Background: an optimization exercise with open tools, aiming at small area, a short achievable clock period and few clock cycles. Do not read the settings as production practice. Only simulation tests tie the RTL to the original design; equivalence was not proved. No activity file was given, so power comes from the tool's default toggle rates.

### flow/run.sh
#!/bin/bash
# synth_recipe.tcl (not shown) runs the flow's synth.tcl, then flattens the netlist and writes it again
# the make line also repeats each setting of config.mk as NAME=value (left out here)
make -C /OpenROAD-flow-scripts/flow DESIGN_CONFIG=/design/flow/config.mk WORK_HOME=/design/flow/orfs CLKGATE_MAP_FILE= SYNTH_SCRIPT=/design/flow/synth_recipe.tcl finish
### flow/constraint.sdc
create_clock -name core_clock -period 10.0 [get_ports {clk}]
set_input_delay 2.0000 -clock core_clock [delete_from_list [all_inputs] [get_ports {clk}]]
set_output_delay 2.0000 -clock core_clock [all_outputs]
set_load 0.01 [all_outputs]
### flow/config.mk
export PLATFORM = sky130hd
export DESIGN_NAME = pluto_rx
export DESIGN_NICKNAME = pluto_rx
export VERILOG_FILES = /design/flow/design.v
export SDC_FILE = /design/flow/constraint.sdc
export NUM_CORES = 4
export LEC_CHECK = 0
export ABC_CLOCK_PERIOD_IN_PS = 3000
export CAP_MARGIN = 20
export CORE_MARGIN = 2
export CORE_UTILIZATION = 40
export SETUP_SLACK_MARGIN = 5
export SLEW_MARGIN = 20
### flow/design.v
module pluto_rx_step (
    input  wire [15:0] blk,
    output wire [2:0]  mis
);
    localparam [15:0] P16 = 16'hB4E5;
    wire [15:0] e = blk ^ P16;
    integer k;
    reg [4:0] s;
    always @* begin
        s = 5'd0;
        for (k = 0; k < 16; k = k + 1)
            s = s + {4'd0, e[k]};
    end
    assign mis = (s > 5'd7) ? 3'd7 : s[2:0];
endmodule
module pluto_rx (
    input  wire        clk,
    input  wire        rst,
    input  wire        cmd_valid,
    output wire        cmd_ready,
    input  wire [7:0]  cmd,
    input  wire        in_valid,
    output wire        in_ready,
    input  wire [7:0]  in_data,
    input  wire [3:0]  in_nbits,
    input  wire        in_last,
    output reg         out_valid,
    output reg  [7:0]  out_byte,
    output reg         rsp_valid,
    output wire [3:0]  rsp_status,
    output reg  [2:0]  rsp_sub,
    output reg  [31:0] rsp_value
);
    localparam [1:0] OP_CRC = 2'd0, OP_DEC = 2'd1, OP_FIND = 2'd2, OP_ILL = 2'd3;
    localparam [1:0] ST_OK = 2'd0, ST_NONE = 2'd1, ST_ILLEGAL = 2'd2;
    localparam [31:0] MAX_LEN = 32'd50_000_000;
    function [31:0] crc_byte(input [31:0] c, input [7:0] d);
        integer k;
        reg [31:0] r;
        begin
            r = c ^ {24'd0, d};
            for (k = 0; k < 8; k = k + 1)
                r = r[0] ? ((r >> 1) ^ 32'hEDB88320) : (r >> 1);
            crc_byte = r;
        end
    endfunction
    reg        phase;               
    reg [1:0]  op, rate;            
    reg [7:0]  X;                   
    reg [3:0]  t0_m;                
    reg        t0_beat, t0_last, t0_cmd, t0_ill;
    assign cmd_ready = ~phase;
    assign in_ready  = phase;
    wire cmd_fire  = cmd_valid & ~phase;
    wire in_fire   = in_valid & phase;
    wire cmd_crc   = (cmd == 8'h40);
    wire cmd_dec   = (cmd[7:2] == 6'b1000_00);
    wire cmd_find  = (cmd == 8'h90);
    wire cmd_legal = cmd_crc | cmd_dec | cmd_find;
    always @(posedge clk) begin
        if (rst) begin
            phase   <= 1'b0;
            t0_beat <= 1'b0;
            t0_cmd  <= 1'b0;
            t0_ill  <= 1'b0;
        end else begin
            t0_beat <= in_fire;
            t0_cmd  <= cmd_fire & cmd_legal;
            t0_ill  <= cmd_fire & ~cmd_legal;
            if (cmd_fire & cmd_legal)
                phase <= 1'b1;
            else if (in_fire & in_last)
                phase <= 1'b0;
        end
        if (cmd_fire) begin
            op   <= cmd_crc ? OP_CRC : (cmd_dec ? OP_DEC : OP_FIND);
            rate <= cmd[1:0];
        end
        X       <= in_data;
        t0_last <= in_last;
        t0_m    <= !in_last ? 4'd8 : (in_nbits > 4'd8 ? 4'd8 : in_nbits);
    end
    reg  [11:0] bc;                 
    reg  [78:0] W;                  
    reg  [31:0] R;                  
    reg         lenbad;
    reg  [1:0]  gp;                 
    reg  [1:0]  cy;                 
    reg  [7:1]  cur;                
    reg  [2:0]  accn;               
    reg  [23:0] H1, H2, H3, H4, H5, H6;    
    wire is_dec  = (op == OP_DEC);
    wire is_find = (op == OP_FIND);
    wire is_crc  = (op == OP_CRC);
    wire hdr_lt8 = (bc[11:3] == 9'd0);
    wire [86:0] V = {W, X};
    wire x0 = X[7], x1 = X[6], x2 = X[5], x3 = X[4];
    wire x4 = X[3], x5 = X[2], x6 = X[1], x7 = X[0];
    function maj(input a, input b, input c);
        maj = (a & b) | (a & c) | (b & c);
    endfunction
    wire        u3   = (rate == 2'd3);
    wire        big  = (R[31:5] != 27'd0) || (u3 ? (R[4:0] > 5'd24) : (R[4:0] > 5'd8));
    reg  [3:0]  vv;
    always @* begin
        if (!u3) vv = R[3:0];
        else case (R[4:0])
            5'd0: vv = 4'd0;
            5'd1, 5'd2, 5'd3: vv = 4'd1;
            5'd4, 5'd5, 5'd6: vv = 4'd2;
            5'd7, 5'd8, 5'd9: vv = 4'd3;
            5'd10, 5'd11, 5'd12: vv = 4'd4;
            5'd13, 5'd14, 5'd15: vv = 4'd5;
            5'd16, 5'd17, 5'd18: vv = 4'd6;
            5'd19, 5'd20, 5'd21: vv = 4'd7;
            default: vv = 4'd8;
        endcase
    end
    wire        pay  = t0_beat & is_dec & ~hdr_lt8 & ~lenbad;
    wire [3:0]  vcap = big ? 4'd8 : vv;
    wire [3:0]  v    = !pay ? 4'd0 : (vcap < t0_m ? vcap : t0_m);
    wire        paydone = ~big & (vv <= t0_m);
    reg [5:0] dd;
    reg [7:0] em;                   
    always @* begin
        case (rate)
        2'd0: begin
            dd = {x0 | x1, x2 | x3, x4 | x5, x6 | x7, 2'b00};
            em = 8'b1010_1010;
        end
        2'd1: case (gp)
            2'd0: begin
                dd = {maj(x0, x1, x2), maj(x3, x4, x5), 4'b0000};
                em = 8'b0010_0100;
            end
            2'd1: begin
                dd = {maj(cy[0], x0, x1), maj(x2, x3, x4), maj(x5, x6, x7), 3'b000};
                em = 8'b1001_0010;
            end
            default: begin
                dd = {maj(cy[1], cy[0], x0), maj(x1, x2, x3), maj(x4, x5, x6), 3'b000};
                em = 8'b0100_1001;
            end
            endcase
        2'd2: case (gp)
            2'd0: begin
                dd = {x0, x1, x3, x4, x6, x7};
                em = 8'b1101_1011;
            end
            2'd1: begin
                dd = {x0, x2, x3, x5, x6, 1'b0};
                em = 8'b0110_1101;
            end
            default: begin
                dd = {x1, x2, x4, x5, x7, 1'b0};
                em = 8'b1011_0110;
            end
            endcase
        default: begin
            dd = {x0, x1, x2, x4, x5, x6};
            em = 8'b0111_0111;
        end
        endcase
    end
    reg [2:0] k;
    integer p;
    always @* begin
        k = 3'd0;
        for (p = 0; p < 8; p = p + 1)
            if (em[p] && p < v) k = k + 3'd1;
    end
    wire [5:0]  ddm  = dd & ~(6'b111111 >> k);
    wire [15:0] B    = {cur, 9'd0} | ({ddm, 10'd0} >> accn);
    wire [3:0]  tot  = {1'b0, accn} + {1'b0, k};
    wire        emit = tot[3];
    wire [2:0] S [0:7];
    wire [2:0] D [0:7];
    wire [7:0] lane_ok;
    genvar gi;
    generate
        for (gi = 0; gi < 8; gi = gi + 1) begin : g_lane
            pluto_rx_step u_blk (.blk(V[86-gi -: 16]), .mis(S[gi]));
            wire [4:0] sum = {2'b00, S[gi]} + {2'b00, H2[3*gi +: 3]} +
                             {2'b00, H4[3*gi +: 3]} + {2'b00, H6[3*gi +: 3]};
            assign D[gi] = (sum > 5'd7) ? 3'd7 : sum[2:0];
            assign lane_ok[gi] = (gi < t0_m) &&
                ((bc >= 12'd16) || (bc == 12'd15 && gi == 7)) &&
                ((bc <= 12'd3764) || (bc == 12'd3765 && gi <= 6));
        end
    endgenerate
    wire [23:0] Snew = {S[7], S[6], S[5], S[4], S[3], S[2], S[1], S[0]};
    reg        t1_cmd, t1_end, t1_bv;
    reg [1:0]  t1_op, t1_sub;
    reg [7:0]  t1_byte;
    reg [23:0] t1_d;
    reg [7:0]  t1_lv;
    always @(posedge clk) begin
        if (rst) begin
            t1_cmd    <= 1'b0;
            t1_end    <= 1'b0;
            t1_bv     <= 1'b0;
            out_valid <= 1'b0;
        end else begin
            t1_cmd    <= t0_cmd;
            t1_end    <= t0_ill | (t0_beat & t0_last);
            t1_bv     <= t0_beat & (is_crc ? (t0_m == 4'd8) : (is_dec & emit));
            out_valid <= t0_beat & is_dec & emit;
        end
        t1_op   <= t0_ill ? OP_ILL : op;
        if (hdr_lt8 && (bc != 12'd7 || t0_m != 4'd8)) t1_sub <= 2'd1;
        else if (lenbad)                              t1_sub <= 2'd2;
        else if (hdr_lt8 || !paydone)                 t1_sub <= 2'd3;
        else                                          t1_sub <= 2'd0;
        t1_byte <= is_dec ? B[15:8] : X;
        out_byte <= B[15:8];
        t1_d    <= {D[7], D[6], D[5], D[4], D[3], D[2], D[1], D[0]};
        t1_lv   <= (t0_beat && is_find) ? lane_ok : 8'd0;
        if (t0_cmd) begin
            bc   <= 12'd0;
            gp   <= 2'd0;
            cur  <= 7'd0;
            accn <= 3'd0;
        end else if (t0_beat) begin
            if (bc != 12'hFFF) bc <= bc + 12'd1;
            if (!(is_dec && !hdr_lt8)) W <= V[78:0];
            H1 <= Snew; H2 <= H1; H3 <= H2; H4 <= H3; H5 <= H4; H6 <= H5;
            if (is_dec && bc == 12'd4) begin
                lenbad <= (W[31:0] == 32'd0) || (W[31:0] > MAX_LEN);
                case (rate)
                2'd0: R <= {W[27:0], 4'd0};
                2'd1: R <= {W[27:0], 4'd0} + {W[28:0], 3'd0};
                2'd2: R <= {W[28:0], 3'd0} + {W[29:0], 2'd0};
                default: R <= {W[26:0], 5'd0};
                endcase
            end
            if (pay) begin
                R    <= big ? R - (u3 ? 32'd24 : 32'd8) : 32'd0;
                gp   <= (rate[1] == rate[0]) ? 2'd0 :
                        (gp == 2'd0 ? 2'd2 : (gp == 2'd2 ? 2'd1 : 2'd0));
                cy   <= {x6, x7};
                cur  <= emit ? B[7:1] : B[15:9];
                accn <= tot[2:0];
            end
        end
    end
    reg [31:0] crc;
    reg [2:0]  bestd;               
    reg [14:0] bestoff;             
    reg        stop;
    reg        t2_end;
    reg [1:0]  t2_op, t2_sub;
    function [6:0] pick(input [6:0] a, input [6:0] b);    
        begin
            if (a[6])                pick = a;
            else if (b[5:3] < a[5:3]) pick = b;
            else                      pick = {b[6], a[5:0]};
        end
    endfunction
    wire [6:0] L [0:7];
    generate
        for (gi = 0; gi < 8; gi = gi + 1) begin : g_leaf
            assign L[gi] = t1_lv[gi] ? {t1_d[3*gi +: 3] <= 3'd2, t1_d[3*gi +: 3], gi[2:0]}
                                     : {1'b0, 3'd7, gi[2:0]};
        end
    endgenerate
    wire [6:0] P01 = pick(L[0], L[1]), P23 = pick(L[2], L[3]);
    wire [6:0] P45 = pick(L[4], L[5]), P67 = pick(L[6], L[7]);
    wire [6:0] P03 = pick(P01, P23), P47 = pick(P45, P67);
    wire [6:0] PA  = pick(P03, P47);
    always @(posedge clk) begin
        if (rst) t2_end <= 1'b0;
        else     t2_end <= t1_end;
        t2_op  <= t1_op;
        t2_sub <= t1_sub;
        if (t1_cmd) begin
            crc   <= 32'hFFFF_FFFF;
            bestd <= 3'd7;
            stop  <= 1'b0;
        end else begin
            if (t1_bv) crc <= crc_byte(crc, t1_byte);
            if (!stop) begin
                if (PA[5:3] < bestd) begin
                    bestd   <= PA[5:3];
                    bestoff <= {bc, PA[2:0]};
                end
                if (PA[6]) stop <= 1'b1;
            end
        end
    end
    reg [1:0] st;
    assign rsp_status = {2'b00, st};
    wire [14:0] off = bestoff - 15'd135;
    always @(posedge clk) begin
        if (rst) rsp_valid <= 1'b0;
        else     rsp_valid <= t2_end;
        case (t2_op)
        OP_CRC: begin
            st <= ST_OK; rsp_sub <= 3'd0; rsp_value <= ~crc;
        end
        OP_DEC: begin
            rsp_value <= 32'd0;
            if (t2_sub != 2'd0) begin
                st <= ST_NONE; rsp_sub <= {1'b0, t2_sub};
            end else if (~crc != W[31:0]) begin
                st <= ST_NONE; rsp_sub <= 3'd6;
            end else begin
                st <= ST_OK; rsp_sub <= 3'd0;
            end
        end
        OP_FIND: begin
            rsp_sub <= 3'd0;
            if (bestd != 3'd7) begin
                st <= ST_OK; rsp_value <= {17'd0, off};
            end else begin
                st <= ST_NONE; rsp_value <= 32'd0;
            end
        end
        default: begin
            st <= ST_ILLEGAL; rsp_sub <= 3'd0; rsp_value <= 32'd0;
        end
        endcase
    end
endmodule
==> results of run 1 <==
## logic make-up (layout without fill, tap and decap cells)
family,count (synthesis),in the layout,synth area share
adder cells (fa/ha/maj),302,302,0.1825
AND/OR/NAND/NOR,608,608,0.1155
XOR/XNOR,192,192,0.06500
other,1,4,0.0001438
AO/OA/AOI/OAI,460,460,0.1122
flip-flops,457,457,0.4571
multiplexers,46,46,0.01900
buffers and inverters,335,575,0.04860
## where the power goes
group	total, mW	internal [mW]	switching [mW]
clock network	1.86	1.08	0.780
registers	2.07	2.02	0.0518
logic	0.332	0.154	0.177
total	4.26	3.25	1.01
## cells in the mapped netlist (all sizes together), types with 4 or more instances
master	n
a211oi	5
a21o	19
a21oi	122
a221o	24
a221oi	4
a31oi	17
a41oi	7
and2	11
and3	21
buf	11
clkbuf	53
dfxtp	180
edfxtp	277
fa	131
ha	170
inv	269
mux2	18
mux2i	27
nand2	194
nand2b	43
nand3	49
nand3b	4
nand4	30
nor2	115
nor2b	32
nor3	32
nor4	16
o211a	5
o211ai	6
o21a	25
o21ai	124
o21bai	9
o22ai	45
o31ai	5
or2	13
or3	32
or4	4
xnor2	96
xor2	95
## metrics by stage
| step | utilization | cells | power (mW) |
|---|---|---|---|
| after floorplan | - | 2402 | 2.324 |
| after global placement | 0.4349 | 3280 | 2.420 |
| after detailed placement | 0.4350 | 3280 | 2.426 |
| after CTS | 0.4751 | 3459 | 4.297 |
| after global routing | 0.4865 | 3497 | 4.418 |
| final | 0.4865 | 3499 | 4.259 |
## layer usage
| layer | vias to the layer above | track usage |
|---|---|---|
| met2 | 464 | 0.3343 |
| met4 | 0 | 0.06322 |
| met3 | 113 | 0.02519 |
| met1 | 9209 | 0.2586 |
| li1 | 8789 | - |
| met5 | - | 0 |
## worst reg2reg max path: cells and delay by family (launching register included)
family,cells,cell delay [ns]
xor+xnor,4,0.84
fa+ha+maj,7,1.59
mux,3,0.75
simple gates,11,2.96
buf+inv,2,0.34
flops,1,0.39
compound gates,9,1.71
## worst paths after layout
kind | endpoint | slack [ns] | cells after the start
setup reg to reg | t1_byte[5] | 1.27 | 36
hold / removal | t2_op[0] | 0.32 | 0
hold reg to reg | t2_op[0] | 0.32 | 0
setup / recovery | t1_byte[5] | 1.27 | 36
## registers in the layout (all words and copies together), names as in the netlist, 32 cells and up, named ones only
signal,cells
W,79
rsp_value,32
R,32
crc,32
## final cells by class
class / count / area [µm²]
Fill cell: 5804 / 33100
Multi-Input combinational cell: 1610 / 13720
Sequential cell: 457 / 11930
Timing Repair Buffer: 210 / 1911
Clock buffer: 72 / 1424
Tap cell: 855 / 1070
Inverter: 271 / 1060
Clock inverter: 22 / 244.0
Antenna cell: 2 / 5.005
## timing repair
item                                    CTS  global route
resized for setup                        63           107
setup buffers                            85            36
endpoints found under the setup margin   67            73
hold buffers                              0             0
pin swaps                                54            63
cloned                                    0             1
==> out/metrics.cfg, run 1 <==
[floorplanning]
rows = 93
die_x_um = 259.4
die_y_um = 259.4
die_area_um2 = 67260
core_area_um2 = 64460
initial_core_util = 0.4046
io_pins = 76

[routing]
drtIter0Drc = 1200
vias = 18580
routedWlPerCell_um = 18.90
vias_per_cell = 5.309
wl_met3_um = 2897
wirelength_um = 66150
ant_nets = 0
drcViolationCount = 0
m1WireLength_um = 28980
top_layer = met4
drtPass1Iterations = 5
route.met2.wl_um = 32270

[yosys]
synth_seq_cells = 457
synth_top_area_frac = 0.3189
synth_largest_area_cell = edfxtp_1
yosysUniqueCellTypes = 83
ys.flop_type = edfxtp_1
synthArstFlopShare = 0
synth.area.top_cells = edfxtp_1 32%, dfxtp_1 14%, fa_1 10%, ha_1 8.2%, inv_1 3.9%
synth_edf_count = 277
avgSynthCellArea_um2 = 10.86
synthesis.area_um2 = 26080
ys_warn_count = 2
yosysSeqAreaShare = 0.4571
syn-instance-count = 2401

[global_route]
grt_max_degree = 82
grt_pass1_wl_um = 103900
grtUsageTotal = 0.1961
grt_remaining_overflow = 0
grt_pass1_vias = 18840
antenna_found_initial = 0

[final_layout]
final_common_cell = edfxtp_1
nets = 2926
final_layout_size_suffix_gt1_frac = 0.1665
syn2layout_area_growth_pct = 20.25
final_cell_area_um2 = 31360
layout_common_cells = 277 x edfxtp_1, 231 x inv_1, 182 x nand2_1

[placed_design]
gp_congestion = 0.8838
hpwl_um = 47560
dp_slack_ns = 0.5173
dpl-instance-area_um2 = 28040
port_buffers = 73

[cts]
clock_sinks = 457
h-tree-depth = 2
cts_buffer_depth = 3
cts_buffers = 50
insertion_delay_ns = 0.62
root_buffer = clkbuf_16
tritoncts = yes
clk_pin_slew_worst_paths_ns = 0.06

[critical_path]
crit_type = reg2reg
crit_slowest_cell = or4_4
worstPathMaxFanout = 7
cp_common_cell = ha_4
cp.arrival_ns = 9.21
endpoint_kind = flip-flop
cp_num_buf_inv = 2
critPathLaunchType = flip-flop
timing.rr.start = R[25]
required_ns = 10.48
crit_start = R[25]
crit_family = simple AND/OR/NAND/NOR gates
slowest_delay_ns = 0.55

[sta]
fin_ws_ns = 1.268
setup-tns-final_ns = 0
slew_headroom = 0.2527
timing.final.hold_violations = 0
fin_crit_sh = 0.8732
worst_slew_pin_slew_ns = 1.118
setup_viol = 0
skew_ns = 0.02671
timing.final.max_slew_violations = 0
rsz0062_at_grt = yes
period_needed_ns = 8.732
max_freq_mhz = 114.5
holdWs_ns = 0.3227

[power_and_ir_drop]
vdd_drop_max_v = 0.0001347
p_per_area_nw_per_um2 = 135.8
p_leak_nw = 12.46

[worst_hold_path]
hold_start = t1_op[0]
min_path_type = reg2reg

[run_status]
outcome = finished clean

[flow_run]
max_cap_viol_count = 0

Testbench counts, summed over its fixed seeds: cycles 38,307.
==> run 2: changes to the inputs <==
--- a/flow/config.mk
+++ b/flow/config.mk
@@ -5,9 +5,7 @@
 export SDC_FILE = /design/flow/constraint.sdc
 export NUM_CORES = 4
 export LEC_CHECK = 0
-export ABC_CLOCK_PERIOD_IN_PS = 3000
 export CAP_MARGIN = 20
 export CORE_MARGIN = 2
 export CORE_UTILIZATION = 40
-export SETUP_SLACK_MARGIN = 5
 export SLEW_MARGIN = 20
==> out/metrics.cfg, run 2 <==
[sta]
timing.final.max_slew_violations = 0  ; unchanged
period_needed_ns = 9.582  ; +0.8500 ns
timing.final.hold_violations = 0  ; unchanged
setup_viol = 0  ; unchanged
skew_ns = 0.03594  ; +0.009231 ns
slew_headroom = 0.2966  ; +0.04388
worst_slew_pin_slew_ns = 1.046  ; -0.07263 ns
setup-tns-final_ns = 0  ; unchanged
fin_crit_sh = 0.9582  ; +0.08500
rsz0062_at_grt = no
max_freq_mhz = 104.4  ; -8.9%

[power_and_ir_drop]
pwr-share-clk = 0.445  ; +0.009
sequentialPowerShare = 0.482  ; -0.004
vdd_drop_max_v = 0.0001004  ; -25%
power_mw = 4.297  ; +0.89%
pwr-share-comb = 0.074  ; -0.004
internal_power_mw = 3.270  ; +0.62%
p_sw_mw = 1.027  ; +1.7%
p_leak_nw = 11.87  ; -4.7%
switching_share = 0.2391  ; +0.002026
p_per_area_nw_per_um2 = 145.2  ; +6.9%

[floorplanning]
die_area_um2 = 67260  ; unchanged
rows = 93  ; unchanged
io_pins = 76  ; unchanged
die_y_um = 259.4  ; unchanged
die_x_um = 259.4  ; unchanged
core_area_um2 = 64460  ; unchanged
initial_core_util = 0.4046  ; unchanged

[yosys]
synth_common_cells = 277 x edfxtp_1, 268 x inv_1, 193 x nand2_1
synth_edf_count = 277  ; unchanged
syn-instance-count = 2401  ; unchanged
ys_warn_count = 2  ; unchanged
synth_top_area_frac = 0.3189  ; unchanged
synth_seq_cells = 457  ; unchanged
ys.flop_type = edfxtp_1
yosysSeqAreaShare = 0.4571  ; unchanged
synthArstFlopShare = 0  ; unchanged
synth.most_common_cell = edfxtp_1
synth_largest_area_cell = edfxtp_1
synth.area.top_cells = edfxtp_1 32%, dfxtp_1 14%, fa_1 10%, ha_1 8.2%, inv_1 3.9%
synthesis.area_um2 = 26080  ; unchanged
yosysUniqueCellTypes = 83  ; unchanged
avgSynthCellArea_um2 = 10.86  ; unchanged

[routing]
vias_per_cell = 5.315  ; +0.12%
ant_nets = 0  ; unchanged
routedWlPerCell_um = 18.73  ; -0.91%
wirelength_um = 63370  ; -4.2%
drcViolationCount = 0  ; unchanged
drtIter0Drc = 1415  ; +18%
vias = 17980  ; -3.2%
drtPass1Iterations = 6  ; +1

[final_layout]
nets = 2811  ; -3.9%
top_register = W
final_common_cell = edfxtp_1
final_layout_size_suffix_gt1_frac = 0.06606  ; -0.1005
antennaDiodeCount = 0  ; -2
largest_register_ffs = 79  ; unchanged
layout_common_cells = 277 x edfxtp_1, 267 x inv_1, 192 x nand2_1
syn2layout_area_growth_pct = 13.44
fin_cells = 3383  ; -3.3%

[placed_design]
placed_cells = 3285  ; +0.15%
hpwl_um = 47000  ; -1.2%
port_buffers = 73  ; unchanged
gp_congestion = 0.9239  ; +4.5%

[global_route]
grt_remaining_overflow = 0  ; unchanged
grtUsageTotal = 0.1899  ; -0.006178
grt_pass1_wl_um = 101100  ; -2.7%
grt_max_degree = 81  ; -1.2%
antenna_found_initial = 2  ; +2
grt_pass1_vias = 18220  ; -3.3%

[critical_path]
slowest_delay_ns = 0.66  ; +0.11 ns
crit_family = simple AND/OR/NAND/NOR gates
crit_slowest_cell = or4b_2
endpoint_kind = flip-flop
cp_num_buf_inv = 2  ; unchanged
required_ns = 10.47  ; about the same
worstPathMaxFanout = 12  ; +5
cp.arrival_ns = 10.05  ; +0.84 ns
critPathLaunchType = flip-flop
r2r_setup_slack_ns = 0.42  ; -0.85 ns
crit_type = reg2reg
cp_common_cell = ha_1

[cts]
tritoncts = yes
root_buffer = clkbuf_16
insertion_delay_ns = 0.62  ; about the same
cts_hold_buf = 0  ; unchanged
clk_pin_slew_worst_paths_ns = 0.06  ; about the same
h-tree-depth = 2  ; unchanged
cts_buffer_depth = 3  ; unchanged
cts_buffers = 51  ; +2.0%
clock_sinks = 457  ; unchanged

[flow_run]
max_cap_viol_count = 0  ; unchanged

[run_status]
outcome = finished clean

[worst_hold_path]
min_path_type = reg2reg

==> run 2: cell types whose count changed in the layout (fill, tap and decap cells not counted), sizes merged <==
cell and change:
clkinv +6, clkinvlp -4, diode -2, clkbuf -7, inv +5, bufinv +1
buf -115
==> run 2: worst paths after layout <==
| kind | startpoint | endpoint | cells past startpoint |
|---|---|---|---|
| setup reg to reg | R[23] | t1_byte[1] | 36 |
| hold reg to reg | t1_op[1] | t2_op[1] | 0 |
| setup / recovery | R[23] | t1_byte[1] | 36 |
| hold / removal | t1_op[1] | t2_op[1] | 0 |
==> run 2: cells by family after synthesis <==
kind of cell | count (synthesis) | synth area share
compound gates | 460 | 0.1122
xor+xnor | 192 | 0.06500
fa+ha+maj | 302 | 0.1825
buf+inv | 335 | 0.04860
flops | 457 | 0.4571
mux | 46 | 0.01900
other cells | 1 | 0.0001438
simple gates | 608 | 0.1155
==> run 2: repair_timing <==
action | CTS | global route
buffers inserted | 0 | 2
setup endpoints to repair | 0 | 16
resized for setup | 0 | 8
==> run 2: power groups by stage <==
stage	Combinational [mW]	Sequential, mW	Clock [mW]
6_report	0.316	2.07	1.91
5_1_grt	0.350	2.07	2.04
4_1_cts	0.318	2.07	1.96
3_5_place_dp	0.316	2.11	0
3_3_place_gp	0.311	2.11	0
2_1_floorplan	0.236	2.09	0
==> run 2: final cells by class <==
| cell class | instances | area (µm²) |
|---|---|---|
| Timing Repair Buffer | 94 | 888.4 |
| Multi-Input combinational cell | 1610 | 12970 |
| Sequential cell | 457 | 11920 |
| Inverter | 271 | 1022 |
| Clock buffer | 66 | 1415 |
| Fill cell | 5972 | 34880 |
| Tap cell | 855 | 1070 |
| Clock inverter | 30 | 299.0 |
==> run 2: worst reg2reg max path: cells and delay by family (launching register included) <==
kind            cells  cell delay (ns)
xor+xnor            4             0.93
flops               1             0.43
mux                 2             0.76
simple gates       12             3.48
fa+ha+maj           7             1.88
compound gates      9             1.73
buf+inv             2             0.28
==> run 2: through the flow <==
step / utilization / worst slack [ns] / area [µm²] / hold slack, ns
2_1_floorplan: - / 0.2771 / 26090 / 0.3096
3_3_place_gp: 0.4313 / 0.6322 / 27800 / 0.3138
3_5_place_dp: 0.4313 / 0.3648 / 27800 / 0.3121
4_1_cts: 0.4579 / 0.3212 / 29520 / 0.3247
5_1_grt: 0.4590 / 0.01977 / 29590 / 0.3350
6_report: 0.4590 / 0.4176 / 29590 / 0.3260
==> run 2: per-layer routing <==
metal / up-vias / global-route usage / part of all wire
met2: 485 / 0.3227 / 0.49
li1: 8562 / - / -
met4: 0 / 0.06466 / 0.029
met5: - / 0 / 0
met1: 8811 / 0.2494 / 0.44
met3: 123 / 0.02548 / 0.047

-- port drivers added, routing unchanged --
The flow's constraints put no driver on any port. The routed layouts listed below were extracted and timed again, unchanged, in two steps. Step 1: set_driving_cell puts a clkbuf_16 on clk and a buf_2 on each other input, an assumption about the parent block. Step 2, shift: input delay + t, output delay - t, t = (earliest + latest rising clock arrival at the registers) / 2. This alone moves slack from input paths to output paths. a / b / c = no drivers / after step 1 / after step 2; a / b = the first two.
run | shift t [ns] | setup WS [ns] | latest minus earliest clock arrival (ns) | worst register clock-pin slew, ns | cell pins on the clock port's net
run 1 | 0.663 | 1.268 / 1.268 / 1.268 | 0.028 / 0.027 | 0.06 / 0.06 | 1
run 2 | 0.657 | 0.418 / 0.418 / 0.418 | 0.038 / 0.038 | 0.07 / 0.07 | 1
After both steps setup and hold are still met in every run listed.
